Background: an optimization exercise with open tools, aiming at small area, a short achievable clock period and few clock cycles. Do not read the settings as production practice.
Where RTL was checked, it was by simulation tests only, not by an equivalence proof against the original.
Power is estimated from default activity; no workload was simulated.

==> run a <==
// subxor
module subxor (
    input  wire        clk,
    input  wire        rst,
    input  wire        cmd_valid,
    input  wire [63:0] cmd_word,
    output wire        cmd_ready,
    input  wire [7:0]  reg_idx,
    output reg  [63:0] reg_data,
    input  wire        pop,
    output wire [21:0] out_word,
    output wire        busy
);
clock: 12.0 ns
lec_check: 0
cap_margin: 20
core_margin: 2
core_utilization: 35
place_density: 0.5
setup_slack_margin: 5
slew_margin: 20
run.sh (not shown) runs the stock make flow with config.mk's settings and CLKGATE_MAP_FILE= SYNTH_SCRIPT=/design/flow/synth_recipe.tcl, a recipe that flattens the netlist after the stock synthesis.
==> run b: changes against run a <==
--- a/flow/design.v
+++ b/flow/design.v
@@ -16,14 +16,13 @@
     localparam OQN  = 24;           
     localparam PH_LOAD = 2'd0, PH_RUN = 2'd1, PH_DONE = 2'd2, PH_ERROR = 2'd3;
     localparam [3:0] E_MALFORMED  = 4'd1,  E_EMPTY_IV  = 4'd2,  E_NON_UTF8   = 4'd3,
                      E_AMBIGUOUS  = 4'd4,  E_RESULT_NS = 4'd5,  E_INPUT_NS   = 4'd6,
                      E_ILLEGAL    = 4'd7,  E_SEQUENCE  = 4'd8,  E_TABLE_FULL = 4'd9,
                      E_IV_LONG    = 4'd10;
-    localparam [2:0] S_IDLE = 3'd0, S_SCAN = 3'd1, S_SDEC = 3'd2, S_PAD = 3'd3, S_WAIT = 3'd4,
-                     S_SCMP = 3'd5, S_SCHK = 3'd6;
+    localparam [2:0] S_IDLE = 3'd0, S_SCAN = 3'd1, S_SDEC = 3'd2, S_PAD = 3'd3, S_WAIT = 3'd4;
     localparam [1:0] EC_R = 2'd0, EC_DEC = 2'd1, EC_END = 2'd2, EC_DATA = 2'd3;
     localparam [63:0] W_CLEAR = 64'h1000000000000000,
                       W_DEC   = 64'h4100000000000000,
                       W_END   = 64'h7000000000000000;
     function scalar;
         input [20:0] c;
@@ -62,24 +61,20 @@
     reg        bad;            
     reg        ecm;            
     reg        found;          
     reg        dirty;          
     reg [2:0]  st;
     reg [3:0]  chk;
-    reg [TMAX-1:0] km_r, vm_r;
-    reg            kh_r, vh_r;
     reg [63:0] r_w;            
     reg        rv;             
     reg        r_wf;           
     reg        r_clr;          
     wire idle = (st == S_IDLE);
     wire exec = rv && idle;
     assign busy      = rv || !idle || inc_in || inc_blk;
-    wire l1enc = (phase == PH_RUN) && !mode && (ivlen == 4'd1);
-    wire scanning = (st == S_SCAN) || (st == S_SCMP) || (st == S_SCHK) || (st == S_SDEC);
-    assign cmd_ready = idle ? (!rv || !l1enc) : (!rv && !scanning);
+    assign cmd_ready = !rv || idle;
     wire acc_in = cmd_valid && cmd_ready;
     wire        oq_ne = (cnt != 5'd0) && !(rv && r_clr);
     assign out_word = oq_ne ? {1'b1, oq[rd*21 +: 21]} : 22'd0;
     wire        popf  = pop && oq_ne;
     wire [4:0]  cnt_p = cnt - {4'd0, popf};
     wire [5:0]  cnt_l = {1'b0, cnt_p} + {2'd0, ivlen};
@@ -109,71 +104,47 @@
     wire        wf = r_wf;
     wire [3:0]  op = w[63:60];
     wire [20:0] ca = w[20:0];
     wire [20:0] cb = w[41:21];
     wire in_run = (phase == PH_RUN);
     wire scan   = (st == S_SCAN);
-    wire scmp   = (st == S_SCMP);
     wire pad    = (st == S_PAD);
-    wire [2:0]  ln1   = ln + 3'd1;
-    wire [20:0] fb_n1 = fb[ln1*21 +: 21];             
-    wire [20:0] fb_0  = fb[20:0];
-    wire        last  = ({1'b0, bfill} + 5'd1 >= {1'b0, ivlen});
-    wire ex_start = exec && wf && op == 4'h4 && phase == PH_LOAD;
-    wire ex_dat   = exec && wf && op == 4'h5 && phase == PH_RUN && scalar(ca);
-    wire ex_pad   = exec && wf && op == 4'h7 && phase == PH_RUN && bfill != 4'd0 && !bad;
-    wire ex_app   = exec && wf && op == 4'h2 && phase == PH_LOAD && w[59:56] == 4'b1011
-                    && scalar(ca) && scalar(cb) && !kh_r && (tcount != TMAX);
-    wire ex_clr   = exec && r_clr;
-    wire pad_cam  = ex_pad || pad;
-    wire run_nx   = in_run || ex_start;           
-    wire [20:0] fbp    = ex_start ? fb_0 : ex_dat ? (last ? fb_0 : fb_n1) : fbn;
-    wire        enc_nx = ex_start ? !w[56] : !mode;
-    wire [20:0] ia     = cmd_word[20:0];
-    wire [20:0] ib     = cmd_word[41:21];
-    wire [20:0] kin_c  = pad_cam ? (pad ? fb_n1 : fbn) : (ia ^ ((run_nx && enc_nx) ? fbp : 21'd0));
-    wire        sdec   = (st == S_SDEC);
-    wire [20:0] vin_c  = pad_cam ? 21'd0 : scmp ? fbn : sdec ? ca : run_nx ? ia : ib;
+    wire [20:0] pin = pad ? 21'd0 : ca;
+    wire [20:0] kin = in_run ? (fbn ^ pin) : ca;
     reg  [TMAX-1:0] kmatch, vmatch, ssel;
-    reg  [20:0]     tsel, tk;
+    reg  [20:0]     tsel, tk, vin;
     integer k;
     always @(*) begin
         for (k = 0; k < TMAX; k = k + 1)
-            kmatch[k] = (k < tcount) && (tkey[k*21 +: 21] == kin_c);
-        for (k = 0; k < TMAX; k = k + 1)
-            vmatch[k] = (k < tcount) && (tval[k*21 +: 21] == vin_c) && !(scmp && chk == k);
+            kmatch[k] = (k < tcount) && (tkey[k*21 +: 21] == kin);
         for (k = 0; k < TMAX; k = k + 1)
-            ssel[k] = scan ? (chk == k) : km_r[k];
+            ssel[k] = scan ? (chk == k) : kmatch[k];
         tsel = 21'd0;
         for (k = 0; k < TMAX; k = k + 1)
             tsel = tsel | (tval[k*21 +: 21] & {21{ssel[k]}});
+        vin = scan ? tsel : (in_run ? pin : cb);
+        for (k = 0; k < TMAX; k = k + 1)
+            vmatch[k] = (k < tcount) && (tval[k*21 +: 21] == vin) && !(scan && chk == k);
         tk = 21'd0;
         for (k = 0; k < TMAX; k = k + 1)
-            tk = tk | (tkey[k*21 +: 21] & {21{vm_r[k]}});
+            tk = tk | (tkey[k*21 +: 21] & {21{vmatch[k]}});
     end
-    wire            app_k = ex_app && (ia == ca);     
-    wire            app_v = ex_app && (ib == cb);     
-    wire [TMAX-1:0] app_m = app_k ? (16'd1 << tcount[3:0]) : 16'd0;
-    always @(posedge clk)
-        if (pad_cam || scmp || sdec || acc_in) begin
-            km_r <= ex_clr ? 16'd0 : (kmatch | app_m);
-            kh_r <= !ex_clr && ((|kmatch) || app_k);
-            vm_r <= ex_clr ? 16'd0 : vmatch;
-            vh_r <= !ex_clr && ((|vmatch) || app_v);
-        end
-    wire [20:0] pin   = pad ? 21'd0 : ca;
-    wire [20:0] kin   = fbn ^ pin;
-    wire [20:0] sub   = kh_r ? tsel : kin;
-    wire [20:0] unsub = vh_r ? tk : pin;
+    wire        khit  = |kmatch;
+    wire        vhit  = |vmatch;
+    wire [20:0] sub   = khit ? tsel : kin;
+    wire [20:0] unsub = vhit ? tk : vin;
     wire [20:0] lx    = mode ? (fbn ^ unsub) : kin;    
     wire [20:0] lout  = mode ? lx : sub;               
     wire        lbad  = !scalar(lx);
     wire [20:0] fb_d  = (in_run && !mode) ? sub : ca;  
+    wire [2:0]  ln1   = ln + 3'd1;
+    wire [20:0] fb_n1 = fb[ln1*21 +: 21];             
+    wire [20:0] fb_0  = fb[20:0];
+    wire        last  = ({1'b0, bfill} + 5'd1 >= {1'b0, ivlen});
     wire        plast = ({1'b0, ln} + 4'd1 == ivlen);
-    wire        dmin  = !found || (cb < errval);
-    wire        smin  = !found || (fbn < errval);
+    wire        dmin  = !found || (vin < errval);
     task clear_state;
         begin
             phase   <= PH_LOAD;
             mode    <= 1'b0;
             run_ok  <= 1'b0;
             ivlen   <= 4'd0;
@@ -258,32 +229,34 @@
                         if (w[59:58] != 2'd2 || !w[57] || !w[56])
                             raise(E_MALFORMED, EC_R, {17'd0, w[59:56]}, 4'd0);
                         else if (!scalar(ca))
                             raise(E_INPUT_NS, EC_R, ca, 4'd0);
                         else if (!scalar(cb))
                             raise(E_INPUT_NS, EC_R, cb, 4'd1);
-                        else if (kh_r)
+                        else if (khit)
                             dirty <= 1'b1;
                         else if (tcount == TMAX)
                             raise(E_TABLE_FULL, EC_R, ca, 4'd0);
                         else begin
                             tcount <= tcount + 5'd1;
-                            if (vh_r) begin
+                            if (vhit) begin
                                 found <= 1'b1;
                                 if (dmin)
                                     errval <= cb;
                             end
                         end
                     end
                     4'h3: begin  
                         if (!scalar(ca))
                             raise(E_INPUT_NS, EC_R, ca, ivlen);
                         else if (ivlen == LMAX)
                             raise(E_IV_LONG, EC_R, ca, ivlen);
-                        else
+                        else begin
+                            ln    <= ln + 3'd1;
                             ivlen <= ivlen + 4'd1;
+                        end
                     end
                     4'h4: begin  
                         if (ivlen == 4'd0)
                             raise(E_EMPTY_IV, EC_R, 21'd0, 4'd0);
                         else if (w[56] && dirty) begin
                             st    <= S_SCAN;
@@ -350,29 +323,22 @@
                     end
                     default: ;
                     endcase
                 end
             end
             S_SCAN: begin
-                fbn <= tsel;           
-                st  <= S_SCMP;
-            end
-            S_SCMP: st <= S_SCHK;      
-            S_SCHK: begin
-                if (vh_r) begin
+                if (vhit) begin
                     found <= 1'b1;
-                    if (smin)
-                        errval <= fbn;
+                    if (dmin)
+                        errval <= vin;
                 end
                 if ({1'b0, chk} + 5'd1 == tcount) begin
                     st    <= S_SDEC;
                     dirty <= 1'b0;
-                end else begin
+                end else
                     chk <= chk + 4'd1;
-                    st  <= S_SCAN;
-                end
             end
             S_SDEC: begin
                 st <= S_IDLE;
                 if (found)
                     raise(E_AMBIGUOUS, EC_DEC, errval, 4'd0);
                 else begin
@@ -423,31 +389,32 @@
         if (acc_in && !rz && !(phase == PH_ERROR && !(exec && r_clr)))
             r_w <= iw;
     end
     wire acc    = exec && (phase != PH_ERROR) && wf;
     wire kl_ok  = acc && op == 4'h2 && phase == PH_LOAD && w[59:56] == 4'b1011
                   && scalar(ca) && scalar(cb);
-    wire tab_ovr = kl_ok && kh_r;
-    wire tab_app = kl_ok && !kh_r && (tcount != TMAX);
+    wire tab_ovr = kl_ok && khit;
+    wire tab_app = kl_ok && !khit && (tcount != TMAX);
     wire iv_ok  = acc && op == 4'h3 && phase == PH_LOAD && scalar(ca) && (ivlen != LMAX);
     wire dat_ok = acc && op == 4'h5 && phase == PH_RUN && scalar(ca);
+    wire fb_we  = iv_ok || dat_ok;
     wire oq_we  = dat_ok || pad;
     wire cap0   = dat_ok && last && !bad && lbad;
     genvar g;
     generate
         for (g = 0; g < TMAX; g = g + 1) begin : g_tab
             always @(posedge clk) begin
                 if ((tab_app && tcount[3:0] == g) || (g == 0 && cap0))
                     tkey[g*21 +: 21] <= ca;
-                if ((tab_app && tcount[3:0] == g) || (tab_ovr && km_r[g]))
+                if ((tab_app && tcount[3:0] == g) || (tab_ovr && kmatch[g]))
                     tval[g*21 +: 21] <= cb;
             end
         end
         for (g = 0; g < LMAX; g = g + 1) begin : g_fb
             always @(posedge clk)
-                if ((iv_ok && ivlen[2:0] == g) || (dat_ok && ln == g))
+                if (fb_we && ln == g)
                     fb[g*21 +: 21] <= fb_d;
         end
         for (g = 0; g < OQN; g = g + 1) begin : g_oq
             always @(posedge clk)
                 if (oq_we && sp == g)
                     oq[g*21 +: 21] <= lout;
Settings changed: ABC_CLOCK_PERIOD_IN_PS set to 5000, CORE_UTILIZATION 35 to 45, PLACE_DENSITY 0.5 to 0.6.
==> run c: changes against run a <==
--- a/flow/design.v
+++ b/flow/design.v
@@ -16,14 +16,13 @@
     localparam OQN  = 24;           
     localparam PH_LOAD = 2'd0, PH_RUN = 2'd1, PH_DONE = 2'd2, PH_ERROR = 2'd3;
     localparam [3:0] E_MALFORMED  = 4'd1,  E_EMPTY_IV  = 4'd2,  E_NON_UTF8   = 4'd3,
                      E_AMBIGUOUS  = 4'd4,  E_RESULT_NS = 4'd5,  E_INPUT_NS   = 4'd6,
                      E_ILLEGAL    = 4'd7,  E_SEQUENCE  = 4'd8,  E_TABLE_FULL = 4'd9,
                      E_IV_LONG    = 4'd10;
-    localparam [2:0] S_IDLE = 3'd0, S_SCAN = 3'd1, S_SDEC = 3'd2, S_PAD = 3'd3, S_WAIT = 3'd4,
-                     S_SCMP = 3'd5, S_SCHK = 3'd6;
+    localparam [2:0] S_IDLE = 3'd0, S_SCAN = 3'd1, S_SDEC = 3'd2, S_PAD = 3'd3, S_WAIT = 3'd4;
     localparam [1:0] EC_R = 2'd0, EC_DEC = 2'd1, EC_END = 2'd2, EC_DATA = 2'd3;
     localparam [63:0] W_CLEAR = 64'h1000000000000000,
                       W_DEC   = 64'h4100000000000000,
                       W_END   = 64'h7000000000000000;
     function scalar;
         input [20:0] c;
@@ -62,24 +61,20 @@
     reg        bad;            
     reg        ecm;            
     reg        found;          
     reg        dirty;          
     reg [2:0]  st;
     reg [3:0]  chk;
-    reg [TMAX-1:0] km_r, vm_r;
-    reg            kh_r, vh_r;
     reg [63:0] r_w;            
     reg        rv;             
     reg        r_wf;           
     reg        r_clr;          
     wire idle = (st == S_IDLE);
     wire exec = rv && idle;
     assign busy      = rv || !idle || inc_in || inc_blk;
-    wire l1enc = (phase == PH_RUN) && !mode && (ivlen == 4'd1);
-    wire scanning = (st == S_SCAN) || (st == S_SCMP) || (st == S_SCHK) || (st == S_SDEC);
-    assign cmd_ready = idle ? (!rv || !l1enc) : (!rv && !scanning);
+    assign cmd_ready = !rv || idle;
     wire acc_in = cmd_valid && cmd_ready;
     wire        oq_ne = (cnt != 5'd0) && !(rv && r_clr);
     assign out_word = oq_ne ? {1'b1, oq[rd*21 +: 21]} : 22'd0;
     wire        popf  = pop && oq_ne;
     wire [4:0]  cnt_p = cnt - {4'd0, popf};
     wire [5:0]  cnt_l = {1'b0, cnt_p} + {2'd0, ivlen};
@@ -109,71 +104,47 @@
     wire        wf = r_wf;
     wire [3:0]  op = w[63:60];
     wire [20:0] ca = w[20:0];
     wire [20:0] cb = w[41:21];
     wire in_run = (phase == PH_RUN);
     wire scan   = (st == S_SCAN);
-    wire scmp   = (st == S_SCMP);
     wire pad    = (st == S_PAD);
-    wire [2:0]  ln1   = ln + 3'd1;
-    wire [20:0] fb_n1 = fb[ln1*21 +: 21];             
-    wire [20:0] fb_0  = fb[20:0];
-    wire        last  = ({1'b0, bfill} + 5'd1 >= {1'b0, ivlen});
-    wire ex_start = exec && wf && op == 4'h4 && phase == PH_LOAD;
-    wire ex_dat   = exec && wf && op == 4'h5 && phase == PH_RUN && scalar(ca);
-    wire ex_pad   = exec && wf && op == 4'h7 && phase == PH_RUN && bfill != 4'd0 && !bad;
-    wire ex_app   = exec && wf && op == 4'h2 && phase == PH_LOAD && w[59:56] == 4'b1011
-                    && scalar(ca) && scalar(cb) && !kh_r && (tcount != TMAX);
-    wire ex_clr   = exec && r_clr;
-    wire pad_cam  = ex_pad || pad;
-    wire run_nx   = in_run || ex_start;           
-    wire [20:0] fbp    = ex_start ? fb_0 : ex_dat ? (last ? fb_0 : fb_n1) : fbn;
-    wire        enc_nx = ex_start ? !w[56] : !mode;
-    wire [20:0] ia     = cmd_word[20:0];
-    wire [20:0] ib     = cmd_word[41:21];
-    wire [20:0] kin_c  = pad_cam ? (pad ? fb_n1 : fbn) : (ia ^ ((run_nx && enc_nx) ? fbp : 21'd0));
-    wire        sdec   = (st == S_SDEC);
-    wire [20:0] vin_c  = pad_cam ? 21'd0 : scmp ? fbn : sdec ? ca : run_nx ? ia : ib;
+    wire [20:0] pin = pad ? 21'd0 : ca;
+    wire [20:0] kin = in_run ? (fbn ^ pin) : ca;
     reg  [TMAX-1:0] kmatch, vmatch, ssel;
-    reg  [20:0]     tsel, tk;
+    reg  [20:0]     tsel, tk, vin;
     integer k;
     always @(*) begin
         for (k = 0; k < TMAX; k = k + 1)
-            kmatch[k] = (k < tcount) && (tkey[k*21 +: 21] == kin_c);
-        for (k = 0; k < TMAX; k = k + 1)
-            vmatch[k] = (k < tcount) && (tval[k*21 +: 21] == vin_c) && !(scmp && chk == k);
+            kmatch[k] = (k < tcount) && (tkey[k*21 +: 21] == kin);
         for (k = 0; k < TMAX; k = k + 1)
-            ssel[k] = scan ? (chk == k) : km_r[k];
+            ssel[k] = scan ? (chk == k) : kmatch[k];
         tsel = 21'd0;
         for (k = 0; k < TMAX; k = k + 1)
             tsel = tsel | (tval[k*21 +: 21] & {21{ssel[k]}});
+        vin = scan ? tsel : (in_run ? pin : cb);
+        for (k = 0; k < TMAX; k = k + 1)
+            vmatch[k] = (k < tcount) && (tval[k*21 +: 21] == vin) && !(scan && chk == k);
         tk = 21'd0;
         for (k = 0; k < TMAX; k = k + 1)
-            tk = tk | (tkey[k*21 +: 21] & {21{vm_r[k]}});
+            tk = tk | (tkey[k*21 +: 21] & {21{vmatch[k]}});
     end
-    wire            app_k = ex_app && (ia == ca);     
-    wire            app_v = ex_app && (ib == cb);     
-    wire [TMAX-1:0] app_m = app_k ? (16'd1 << tcount[3:0]) : 16'd0;
-    always @(posedge clk)
-        if (pad_cam || scmp || sdec || acc_in) begin
-            km_r <= ex_clr ? 16'd0 : (kmatch | app_m);
-            kh_r <= !ex_clr && ((|kmatch) || app_k);
-            vm_r <= ex_clr ? 16'd0 : vmatch;
-            vh_r <= !ex_clr && ((|vmatch) || app_v);
-        end
-    wire [20:0] pin   = pad ? 21'd0 : ca;
-    wire [20:0] kin   = fbn ^ pin;
-    wire [20:0] sub   = kh_r ? tsel : kin;
-    wire [20:0] unsub = vh_r ? tk : pin;
+    wire        khit  = |kmatch;
+    wire        vhit  = |vmatch;
+    wire [20:0] sub   = khit ? tsel : kin;
+    wire [20:0] unsub = vhit ? tk : vin;
     wire [20:0] lx    = mode ? (fbn ^ unsub) : kin;    
     wire [20:0] lout  = mode ? lx : sub;               
     wire        lbad  = !scalar(lx);
     wire [20:0] fb_d  = (in_run && !mode) ? sub : ca;  
+    wire [2:0]  ln1   = ln + 3'd1;
+    wire [20:0] fb_n1 = fb[ln1*21 +: 21];             
+    wire [20:0] fb_0  = fb[20:0];
+    wire        last  = ({1'b0, bfill} + 5'd1 >= {1'b0, ivlen});
     wire        plast = ({1'b0, ln} + 4'd1 == ivlen);
-    wire        dmin  = !found || (cb < errval);
-    wire        smin  = !found || (fbn < errval);
+    wire        dmin  = !found || (vin < errval);
     task clear_state;
         begin
             phase   <= PH_LOAD;
             mode    <= 1'b0;
             run_ok  <= 1'b0;
             ivlen   <= 4'd0;
@@ -258,32 +229,34 @@
                         if (w[59:58] != 2'd2 || !w[57] || !w[56])
                             raise(E_MALFORMED, EC_R, {17'd0, w[59:56]}, 4'd0);
                         else if (!scalar(ca))
                             raise(E_INPUT_NS, EC_R, ca, 4'd0);
                         else if (!scalar(cb))
                             raise(E_INPUT_NS, EC_R, cb, 4'd1);
-                        else if (kh_r)
+                        else if (khit)
                             dirty <= 1'b1;
                         else if (tcount == TMAX)
                             raise(E_TABLE_FULL, EC_R, ca, 4'd0);
                         else begin
                             tcount <= tcount + 5'd1;
-                            if (vh_r) begin
+                            if (vhit) begin
                                 found <= 1'b1;
                                 if (dmin)
                                     errval <= cb;
                             end
                         end
                     end
                     4'h3: begin  
                         if (!scalar(ca))
                             raise(E_INPUT_NS, EC_R, ca, ivlen);
                         else if (ivlen == LMAX)
                             raise(E_IV_LONG, EC_R, ca, ivlen);
-                        else
+                        else begin
+                            ln    <= ln + 3'd1;
                             ivlen <= ivlen + 4'd1;
+                        end
                     end
                     4'h4: begin  
                         if (ivlen == 4'd0)
                             raise(E_EMPTY_IV, EC_R, 21'd0, 4'd0);
                         else if (w[56] && dirty) begin
                             st    <= S_SCAN;
@@ -350,29 +323,22 @@
                     end
                     default: ;
                     endcase
                 end
             end
             S_SCAN: begin
-                fbn <= tsel;           
-                st  <= S_SCMP;
-            end
-            S_SCMP: st <= S_SCHK;      
-            S_SCHK: begin
-                if (vh_r) begin
+                if (vhit) begin
                     found <= 1'b1;
-                    if (smin)
-                        errval <= fbn;
+                    if (dmin)
+                        errval <= vin;
                 end
                 if ({1'b0, chk} + 5'd1 == tcount) begin
                     st    <= S_SDEC;
                     dirty <= 1'b0;
-                end else begin
+                end else
                     chk <= chk + 4'd1;
-                    st  <= S_SCAN;
-                end
             end
             S_SDEC: begin
                 st <= S_IDLE;
                 if (found)
                     raise(E_AMBIGUOUS, EC_DEC, errval, 4'd0);
                 else begin
@@ -423,31 +389,32 @@
         if (acc_in && !rz && !(phase == PH_ERROR && !(exec && r_clr)))
             r_w <= iw;
     end
     wire acc    = exec && (phase != PH_ERROR) && wf;
     wire kl_ok  = acc && op == 4'h2 && phase == PH_LOAD && w[59:56] == 4'b1011
                   && scalar(ca) && scalar(cb);
-    wire tab_ovr = kl_ok && kh_r;
-    wire tab_app = kl_ok && !kh_r && (tcount != TMAX);
+    wire tab_ovr = kl_ok && khit;
+    wire tab_app = kl_ok && !khit && (tcount != TMAX);
     wire iv_ok  = acc && op == 4'h3 && phase == PH_LOAD && scalar(ca) && (ivlen != LMAX);
     wire dat_ok = acc && op == 4'h5 && phase == PH_RUN && scalar(ca);
+    wire fb_we  = iv_ok || dat_ok;
     wire oq_we  = dat_ok || pad;
     wire cap0   = dat_ok && last && !bad && lbad;
     genvar g;
     generate
         for (g = 0; g < TMAX; g = g + 1) begin : g_tab
             always @(posedge clk) begin
                 if ((tab_app && tcount[3:0] == g) || (g == 0 && cap0))
                     tkey[g*21 +: 21] <= ca;
-                if ((tab_app && tcount[3:0] == g) || (tab_ovr && km_r[g]))
+                if ((tab_app && tcount[3:0] == g) || (tab_ovr && kmatch[g]))
                     tval[g*21 +: 21] <= cb;
             end
         end
         for (g = 0; g < LMAX; g = g + 1) begin : g_fb
             always @(posedge clk)
-                if ((iv_ok && ivlen[2:0] == g) || (dat_ok && ln == g))
+                if (fb_we && ln == g)
                     fb[g*21 +: 21] <= fb_d;
         end
         for (g = 0; g < OQN; g = g + 1) begin : g_oq
             always @(posedge clk)
                 if (oq_we && sp == g)
                     oq[g*21 +: 21] <= lout;
Settings changed: ABC_AREA set to 1, CORE_UTILIZATION 35 to 33, SETUP_SLACK_MARGIN 5 to 4.
==> comparison table <==
quantity	run c	run b	run a
CTS clk-pin slew, worst paths	60 ps	-	60 ps
Cell Pwr Density	180 nW/µm²	-	146 nW/µm²
Inserted Diodes	20	-	26
Filler cell count	29100	-	23600
Result of the run	timing/DRC/antenna clean	did not finish	timing/DRC/antenna clean
Failing step	-	5_1_grt	-
Maximum buffer depth of the clock tree	4	3	3
Part of the cycle the worst path needs	0.679	-	0.606
Seq pwr share	0.331	-	0.451
DR iter-0 viols	14400	-	11100
Number of buffers created by CTS	206	185	196
Commonest non-fill, non-tap cell in the layout	nand2_1	-	edfxtp_1
Combinational power	7.65 mW	-	2.10 mW
Worst hold stages	2	-	2
Share of cell area taken by multi-input logic gates	0.366	-	0.358
Testbench counts of run a, summed over its fixed seeds: cycles 13,740.
Only the layout flow was run in run b and run c; the RTL was not checked for function there.

==> port drivers added, routing unchanged <==
No port has a modelled driver above. Below, the same layouts with a new extraction and two added sets of constraints.
Step 1 assumes that a clkbuf_16 drives the clock port and a buf_2 every other input.
Step 2, shift: input delay + t, output delay - t, t = (earliest + latest rising clock arrival at the registers) / 2. This alone moves slack from input paths to output paths.
a / b / c = no drivers / after step 1 / after step 2; a / b = the first two.
run | shift t [ns] | setup slack, ns | latest minus earliest clock arrival (ns)
run a | 0.966 | 4.723 / 4.690 / 4.333 | 0.081 / 0.081
run c | 1.026 | 3.856 / 3.856 / 3.856 | 0.114 / 0.114
After both steps every run listed still meets setup and hold. For run a, which loses most, drivers alone change the setup slack by -0.033 ns; drivers and shift together by -0.390 ns.
